Source: an optimization exercise on an open RTL-to-GDS flow (aim: small area). Production flows keep margins and buffers that such runs may drop. The RTL was checked by simulation tests, not by an equivalence proof against the original design.

==> inputs of run a <==
==> flow/design.v (excerpt) <==
module dp_engine (
    input  wire        clk,
    input  wire        rst,         
    input  wire        wr_en,
    input  wire [7:0]  wr_addr,
    input  wire [31:0] wr_data,
    input  wire [7:0]  rd_addr,
    output reg  [31:0] rd_data,
    output wire        busy,
    input  wire [7:0]  line_in,
    output reg  [7:0]  line_oe,
    output reg  [7:0]  line_out,
    output reg  [7:0]  line_pu,
    output reg  [7:0]  line_pd
);
export LEC_CHECK = 0
export CAP_MARGIN = 20
export CORE_MARGIN = 2
export CORE_UTILIZATION = 40
export CTS_CLUSTER_DIAMETER = 80
export CTS_CLUSTER_SIZE = 25
export SLEW_MARGIN = 20
create_clock -name core_clock -period 10.0 [get_ports {clk}]
run.sh (not shown) runs the stock make flow with config.mk's settings and CLKGATE_MAP_FILE= SYNTH_SCRIPT=/design/flow/synth_recipe.tcl, a recipe that flattens the netlist after the stock synthesis.
==> run b (differences from run a) <==
--- a/flow/design.v
+++ b/flow/design.v
@@ -123,23 +123,22 @@
     wire illegal = !opc_known || (cmd_r[15:9] != 7'd0) ||
                    (!uses_b && cmd_r[8]) || (!uses_n && cmd_r[31:16] != 16'd0);
     wire unbound = (need_j && !jbound) || (need_s && !sbound) ||
                    (opc == OP_JTRST && !trst_en);
     wire range_bad = (opc == OP_JSEND && nop_ == 16'd0) ||
                      ((opc == OP_JIDS || opc == OP_JBYPASS) && nop_ > 16'd32);
-    wire [2:0] r_tck = pm_tck[2:0], r_tms = pm_tms[2:0], r_tdi = pm_tdi[2:0], r_trst = pm_trst[2:0];
-    wire jroles_distinct = (r_tck != r_tms) && (r_tck != r_tdi) && (r_tck != r_tdo) &&
-                           (r_tms != r_tdi) && (r_tms != r_tdo) && (r_tdi != r_tdo) &&
-                           (!trst_en || ((r_trst != r_tck) && (r_trst != r_tms) &&
-                                         (r_trst != r_tdi) && (r_trst != r_tdo)));
+    wire jroles_distinct = (pm_tck != pm_tms) && (pm_tck != pm_tdi) && (pm_tck != pm_tdo) &&
+                           (pm_tms != pm_tdi) && (pm_tms != pm_tdo) && (pm_tdi != pm_tdo) &&
+                           (!trst_en || ((pm_trst != pm_tck) && (pm_trst != pm_tms) &&
+                                         (pm_trst != pm_tdi) && (pm_trst != pm_tdo)));
     wire jroles_cand = !pm_tck[4] && !pm_tck[3] && cand[pm_tck[2:0]] &&
                        !pm_tms[4] && !pm_tms[3] && cand[pm_tms[2:0]] &&
                        !pm_tdi[4] && !pm_tdi[3] && cand[pm_tdi[2:0]] &&
                        !pm_tdo[4] && !pm_tdo[3] && cand[pm_tdo[2:0]] &&
                        (!trst_en || (!pm_trst[4] && !pm_trst[3] && cand[pm_trst[2:0]]));
-    wire sroles_ok = (pm_swclk[2:0] != pm_swdio[2:0]) &&
+    wire sroles_ok = (pm_swclk != pm_swdio) &&
                      !pm_swclk[4] && !pm_swclk[3] && cand[pm_swclk[2:0]] &&
                      !pm_swdio[4] && !pm_swdio[3] && cand[pm_swdio[2:0]];
     wire bind_bad = (opc == OP_JBIND && !(jroles_distinct && jroles_cand)) ||
                     (opc == OP_SBIND && !sroles_ok);
     reg  [2:0]  kind;
     reg         l_en;        
@@ -154,13 +153,13 @@
     wire [6:0] b7 = bidx[6:0];
     always @(*) begin
         kind = K_NEXT;
         l_en = 1'b0; l_role = R_TDI; l_cfg = 1'b0; l_oe = 1'b1; l_drv = 1'b0; l_val = 1'b0;
         seg_l = 16'd1; walk = 3'd0; walk_en = 1'b0; tms_last = 1'b0; tdi_pat = 1'b0;
         cap = CAP_NONE; sw_wr = 1'b0; sw_rd = 1'b0; sw_bit = 1'b0;
-        case ({2'b00, opc[5:0]})
+        case (opc)
         OP_NOP: kind = K_DONE;
         OP_LREL: kind = (ph == 5'd0) ? K_LOOP : K_DONE;
         OP_JBIND: case (ph)
             5'd0: kind = K_LOOP;
             5'd1: begin l_en = 1'b1; l_role = R_TCK; l_cfg = 1'b1; l_drv = 1'b1; l_val = 1'b0; end
             5'd2: begin l_en = 1'b1; l_role = R_TMS; l_cfg = 1'b1; l_drv = 1'b1; l_val = 1'b1; end
@@ -219,13 +218,12 @@
         endcase
         OP_JBYPASS: case (ph)
             5'd0, 5'd7: begin kind = K_SEG; seg_l = 16'd7; walk_en = 1'b1; walk = 3'd5; end
             5'd1: begin kind = K_SEG; seg_l = 16'd4; walk_en = 1'b1; walk = 3'd2; end
             5'd2: begin l_en = 1'b1; l_role = R_TDI; l_drv = 1'b1; l_val = 1'b1; end
             5'd3: begin kind = K_SEG; seg_l = 16'd128; tms_last = 1'b1; end
-            5'd8: kind = K_LOOP;
             5'd4: begin kind = K_SEG; seg_l = 16'd2; walk_en = 1'b1; walk = 3'd1; end
             5'd5: begin kind = K_SEG; seg_l = 16'd3; walk_en = 1'b1; walk = 3'd1; end
             5'd6: begin
                 kind = K_SEG; seg_l = {9'd0, nop_[5], ~nop_[5], nop_[4:0]};
                 tms_last = 1'b1; tdi_pat = 1'b1; cap = CAP_RAW;
             end
@@ -270,24 +268,23 @@
         endcase
         default: kind = K_DONE;
         endcase
     end
     wire       last_now = (bidx + 16'd1 == seg_l);
     wire       pat_bit  = (bidx[15:5] == 11'd0) ? pat[bidx[4:0]] : 1'b0;
-    wire       loop_echo = opc[5];
     reg        lw_en, lw_cfg, lw_oe, lw_drv, lw_val;
     reg  [2:0] lw_role;
     always @(*) begin
         lw_en = 1'b0; lw_role = l_role; lw_cfg = 1'b0; lw_oe = l_oe; lw_drv = 1'b1; lw_val = 1'b1;
         case (state)
             S_SEQ: begin
                 lw_en = l_en && (kind == K_NEXT || kind == K_DONE);
                 lw_cfg = l_cfg; lw_drv = l_drv; lw_val = l_val;
             end
             S_LOOP: begin
-                lw_en = !loop_echo && cand[bidx[2:0]]; lw_role = R_LOOP; lw_cfg = 1'b1; lw_oe = 1'b0; lw_drv = 1'b0;
+                lw_en = cand[bidx[2:0]]; lw_role = R_LOOP; lw_cfg = 1'b1; lw_oe = 1'b0; lw_drv = 1'b0;
             end
             P_TMS: begin
                 lw_en = !swd && (walk_en || (tms_last && last_now)); lw_role = R_TMS;
                 lw_val = !walk_en || (bidx[2:0] < walk);
             end
             P_DRV: begin
@@ -391,12 +388,13 @@
             end
         end
     end
     always @(posedge clk) begin
         if (rst) begin
             state <= S_IDLE;
+            ph <= 5'd0; bidx <= 16'd0;
             cmd_r <= 32'd0; err <= E_NONE;
             valid <= 1'b0; echo <= 1'b0; swd_ok <= 1'b0; swd_par <= 1'b0;
             swd_ack <= 3'd0; sbit <= 1'b0; jbound <= 1'b0; sbound <= 1'b0;
             shadow <= 16'hFFFF;
             pat <= 32'd0; acc <= 32'd0; cnt <= 6'd0; swd_idcode <= 32'd0;
             cand <= 8'd0; pull <= 2'd0;
@@ -439,17 +437,13 @@
                 end else begin
                     state <= S_SEQ;
                 end
             end
             S_LOOP: begin
                 bidx <= bidx + 16'd1;
-                if (loop_echo) begin
-                    acc <= {acc[0], acc[31:1]};
-                    if (acc[0] != pat_bit) echo <= 1'b0;
-                end
-                if (bidx[2:0] == 3'd7 && (!loop_echo || bidx[4:3] == 2'd3)) begin
+                if (bidx[2:0] == 3'd7) begin
                     ph <= ph + 5'd1; bidx <= 16'd0; state <= S_SEQ;
                 end
             end
             P_TMS: state <= P_DRV;
             P_DRV: state <= P_RISE;
             P_RISE: begin
@@ -504,13 +498,13 @@
                 OP_JRDB: sbit <= tdo_in;
                 OP_JTRST: if (!bop) shadow <= 16'h0001;
                 OP_JSHIFT: if (ph == 5'd0) acc <= 32'd0;
                 OP_JSEND: if (ph == 5'd1) acc <= 32'd0;
                 OP_JDETECT: if (ph == 5'd8) cnt <= sbit ? bidx[5:0] : 6'd0;
                 OP_JIDS: if (ph == 5'd0) ids_n <= nop_[5:0];
-                OP_JBYPASS: if (ph == 5'd8) echo <= 1'b1;
+                OP_JBYPASS: if (ph == 5'd8) echo <= (acc == pat);
                 OP_JIDCHK: valid <= (pat[7:1] != 7'd0) && (pat[7:1] != 7'd1) && (pat[11:8] <= 4'd8);
                 OP_SIDCODE, OP_SPROBE: begin
                     if (ph == 5'd8) swd_ok <= 1'b0;
                     if (ph == 5'd12 && swd_ack == 3'b001) ph <= 5'd14;
                     if (ph == 5'd13) begin
                         swd_idcode <= 32'd0; swd_par <= 1'b0; err <= E_SWD_ACK;
Settings changed: CTS_CLUSTER_DIAMETER 80 to not set, CTS_CLUSTER_SIZE 25 to not set.
==> run c (differences from run a) <==
--- a/flow/design.v
+++ b/flow/design.v
@@ -72,12 +72,13 @@
     localparam [3:0] P_DRV  = 4'd5;
     localparam [3:0] P_RISE = 4'd6;
     localparam [3:0] P_HW   = 4'd7;
     localparam [3:0] P_FALL = 4'd8;
     localparam [3:0] P_LW   = 4'd9;
     localparam [3:0] P_GAP  = 4'd10;
+    localparam [3:0] S_CHK  = 4'd11;
     reg [31:0] cmd_r;
     reg [3:0]  err;
     reg        valid, echo, swd_ok, swd_par, sbit, jbound, sbound;
     reg [2:0]  swd_ack;
     reg [15:0] shadow;
     reg [31:0] pat, acc, swd_idcode;
@@ -123,27 +124,26 @@
     wire illegal = !opc_known || (cmd_r[15:9] != 7'd0) ||
                    (!uses_b && cmd_r[8]) || (!uses_n && cmd_r[31:16] != 16'd0);
     wire unbound = (need_j && !jbound) || (need_s && !sbound) ||
                    (opc == OP_JTRST && !trst_en);
     wire range_bad = (opc == OP_JSEND && nop_ == 16'd0) ||
                      ((opc == OP_JIDS || opc == OP_JBYPASS) && nop_ > 16'd32);
-    wire [2:0] r_tck = pm_tck[2:0], r_tms = pm_tms[2:0], r_tdi = pm_tdi[2:0], r_trst = pm_trst[2:0];
-    wire jroles_distinct = (r_tck != r_tms) && (r_tck != r_tdi) && (r_tck != r_tdo) &&
-                           (r_tms != r_tdi) && (r_tms != r_tdo) && (r_tdi != r_tdo) &&
-                           (!trst_en || ((r_trst != r_tck) && (r_trst != r_tms) &&
-                                         (r_trst != r_tdi) && (r_trst != r_tdo)));
-    wire jroles_cand = !pm_tck[4] && !pm_tck[3] && cand[pm_tck[2:0]] &&
-                       !pm_tms[4] && !pm_tms[3] && cand[pm_tms[2:0]] &&
-                       !pm_tdi[4] && !pm_tdi[3] && cand[pm_tdi[2:0]] &&
-                       !pm_tdo[4] && !pm_tdo[3] && cand[pm_tdo[2:0]] &&
-                       (!trst_en || (!pm_trst[4] && !pm_trst[3] && cand[pm_trst[2:0]]));
-    wire sroles_ok = (pm_swclk[2:0] != pm_swdio[2:0]) &&
-                     !pm_swclk[4] && !pm_swclk[3] && cand[pm_swclk[2:0]] &&
-                     !pm_swdio[4] && !pm_swdio[3] && cand[pm_swdio[2:0]];
-    wire bind_bad = (opc == OP_JBIND && !(jroles_distinct && jroles_cand)) ||
-                    (opc == OP_SBIND && !sroles_ok);
+    wire jbind = !opc[0];        
+    wire roles_hi = jbind ? ((pm_tck[4:3] != 2'd0) || (pm_tms[4:3] != 2'd0) ||
+                             (pm_tdi[4:3] != 2'd0) || (pm_tdo[4:3] != 2'd0) ||
+                             (trst_en && pm_trst[4:3] != 2'd0))
+                          : ((pm_swclk[4:3] != 2'd0) || (pm_swdio[4:3] != 2'd0));
+    wire [2:0] chk_l = bidx[2:0];
+    wire h_a = (jbind ? pm_tck[2:0] : pm_swclk[2:0]) == chk_l;
+    wire h_b = (jbind ? pm_tms[2:0] : pm_swdio[2:0]) == chk_l;
+    wire h_c = jbind && (pm_tdi[2:0] == chk_l);
+    wire h_d = jbind && (pm_tdo[2:0] == chk_l);
+    wire h_e = jbind && trst_en && (pm_trst[2:0] == chk_l);
+    wire chk_bad = (h_a && (h_b || h_c || h_d || h_e)) || (h_b && (h_c || h_d || h_e)) ||
+                   (h_c && (h_d || h_e)) || (h_d && h_e) ||
+                   ((h_a || h_b || h_c || h_d || h_e) && !cand[chk_l]);
     reg  [2:0]  kind;
     reg         l_en;        
     reg  [2:0]  l_role;
     reg         l_cfg, l_oe, l_drv, l_val;
     reg  [15:0] seg_l;       
     reg  [2:0]  walk;        
@@ -431,18 +431,28 @@
                 if (illegal) begin
                     err <= E_ILLEGAL; state <= S_IDLE;
                 end else if (unbound) begin
                     err <= E_UNBOUND; state <= S_IDLE;
                 end else if (range_bad) begin
                     err <= E_RANGE; state <= S_IDLE;
-                end else if (bind_bad) begin
-                    err <= E_BIND; state <= S_IDLE;
+                end else if (opc == OP_JBIND || opc == OP_SBIND) begin
+                    bidx <= 16'd0;
+                    if (roles_hi) begin err <= E_BIND; state <= S_IDLE; end
+                    else          state <= S_CHK;
                 end else begin
                     state <= S_SEQ;
                 end
             end
+            S_CHK: begin
+                bidx <= bidx + 16'd1;
+                if (chk_bad) begin
+                    err <= E_BIND; state <= S_IDLE;
+                end else if (chk_l == 3'd7) begin
+                    state <= S_SEQ;
+                end
+            end
             S_LOOP: begin
                 bidx <= bidx + 16'd1;
                 if (loop_echo) begin
                     acc <= {acc[0], acc[31:1]};
                     if (acc[0] != pat_bit) echo <= 1'b0;
                 end
==> flow/flow/run.sh (new file) <==
#!/bin/bash
# The standard layout, with the port buffers made of the smallest buffer cell.
set -euo pipefail
export BUFFER_PORTS_ARGS="-buffer_cell sky130_fd_sc_hd__buf_1"
bash standard.sh > standard.log 2>&1
==> flow/standard.sh (new file) <==
#!/bin/bash
# synth_recipe.tcl (not shown) runs the flow's synth.tcl, then flattens the netlist and writes it again
# the make line also repeats each setting of config.mk as NAME=value (left out here)
make -C /OpenROAD-flow-scripts/flow DESIGN_CONFIG=/design/flow/config.mk WORK_HOME=/design/flow/orfs CLKGATE_MAP_FILE= SYNTH_SCRIPT=/design/flow/synth_recipe.tcl "${@:-finish}"
removed: flow/run.sh
==> run d (differences from run a) <==
==> flow/flow/run.sh (new file) <==
#!/bin/bash
# The standard layout, with the port buffers made of the smallest buffer cell.
set -euo pipefail
export BUFFER_PORTS_ARGS="-buffer_cell sky130_fd_sc_hd__buf_1"
bash standard.sh > standard.log 2>&1
==> flow/standard.sh (new file) <==
#!/bin/bash
# synth_recipe.tcl (not shown) runs the flow's synth.tcl, then flattens the netlist and writes it again
# the make line also repeats each setting of config.mk as NAME=value (left out here)
make -C /OpenROAD-flow-scripts/flow DESIGN_CONFIG=/design/flow/config.mk WORK_HOME=/design/flow/orfs CLKGATE_MAP_FILE= SYNTH_SCRIPT=/design/flow/synth_recipe.tcl "${@:-finish}"
removed: flow/run.sh
==> metrics.log <==
INFO  metric floorplan.core_area = 113000 um^2
INFO  metric post_synth_instance_area = 45500 um^2
INFO  metric multi_input_area_share = between 30 and 40%
INFO  metric core.rowCount = approximately 120
INFO  metric seq_area_share = a little over half
INFO  metric globalRouteMet1Util = a little under two fifths
INFO  metric cts_max_level = 2
INFO  metric die_area = between 100000 and 150000 um^2
INFO  metric layout.buffer.nonclock.area_share = under 10%
INFO  metric routed_wirelength = 165000 um
INFO  metric fillers = 10800
INFO  metric outcome = no timing/DRC/antenna violations
INFO  metric dp_worst_setup_slack = about 0.98 ns
(the above is from run d)
==> metrics.log <==
INFO  metric outcome = no timing/DRC/antenna violations
INFO  metric seq_area_share = 49.2%
INFO  metric globalRouteMet1Util = 40.6%
INFO  metric die_area = 118000 um^2
INFO  metric routed_wirelength = between 150000 and 200000 um
INFO  metric layout.buffer.nonclock.area_share = 4.31%
INFO  metric multi_input_area_share = a little over a third
INFO  metric post_synth_instance_area = roughly 46000 um^2
(the above is from run b)
==> metrics.log <==
INFO  metric outcome = no timing/DRC/antenna violations
INFO  metric routed_wirelength = about 170000 um
INFO  metric floorplan.core_area = ~110000 um^2
INFO  metric layout.buffer.nonclock.area_share = 4.46%
INFO  metric multi_input_area_share = between 30% and 40%
INFO  metric dp_worst_setup_slack = just over 0.6 ns
INFO  metric fillers = 10600
INFO  metric seq_area_share = 52.3%
(the above is from run a)
==> metrics.log <==
INFO  metric outcome = no timing/DRC/antenna violations
INFO  metric multi_input_area_share = around a third
INFO  metric core.rowCount = about 120
INFO  metric routed_wirelength = approximately 170000 um
INFO  metric seq_area_share = a little over half
INFO  metric die_area = between 100000 and 150000 um^2
INFO  metric layout.buffer.nonclock.area_share = slightly below 3%
INFO  metric floorplan.core_area = approximately 110000 um^2
(the above is from run c)

[what the ideal ports hide]
The results above use ideal ports. As a check the final layouts listed here were re-extracted and re-timed, cells and wires unchanged. Step 1 (the two cells are an assumption about what drives the block):
set clk [get_ports {clk}]
set_driving_cell -lib_cell sky130_fd_sc_hd__clkbuf_16 $clk
set_driving_cell -lib_cell sky130_fd_sc_hd__buf_2 [delete_from_list [all_inputs] $clk]
Step 2, shift: input delay + t, output delay - t, t = (earliest + latest rising clock arrival at the registers) / 2. This alone moves slack from input paths to output paths. Three values: no drivers, after step 1, after step 2; two values: the first two.
| run | t (ns) | slack for setup (ns) | latest minus earliest clock arrival (ns) | cell pins on the clock port's net |
|---|---|---|---|---|
| run a | 0.740 | 0.468 / 0.439 / 0.439 | 0.054 / 0.055 | 1 |
| run b | 0.783 | 0.254 / 0.228 / 0.228 | 0.087 / 0.086 | 1 |
| run c | 0.730 | 1.253 / 1.170 / 1.170 | 0.045 / 0.045 | 1 |
| run d | 0.770 | 1.007 / 0.980 / 0.980 | 0.060 / 0.059 | 1 |
After both steps setup and hold are still met in every run listed. For run c, which loses most, drivers alone change the setup slack by -0.083 ns; drivers and shift together by -0.083 ns.
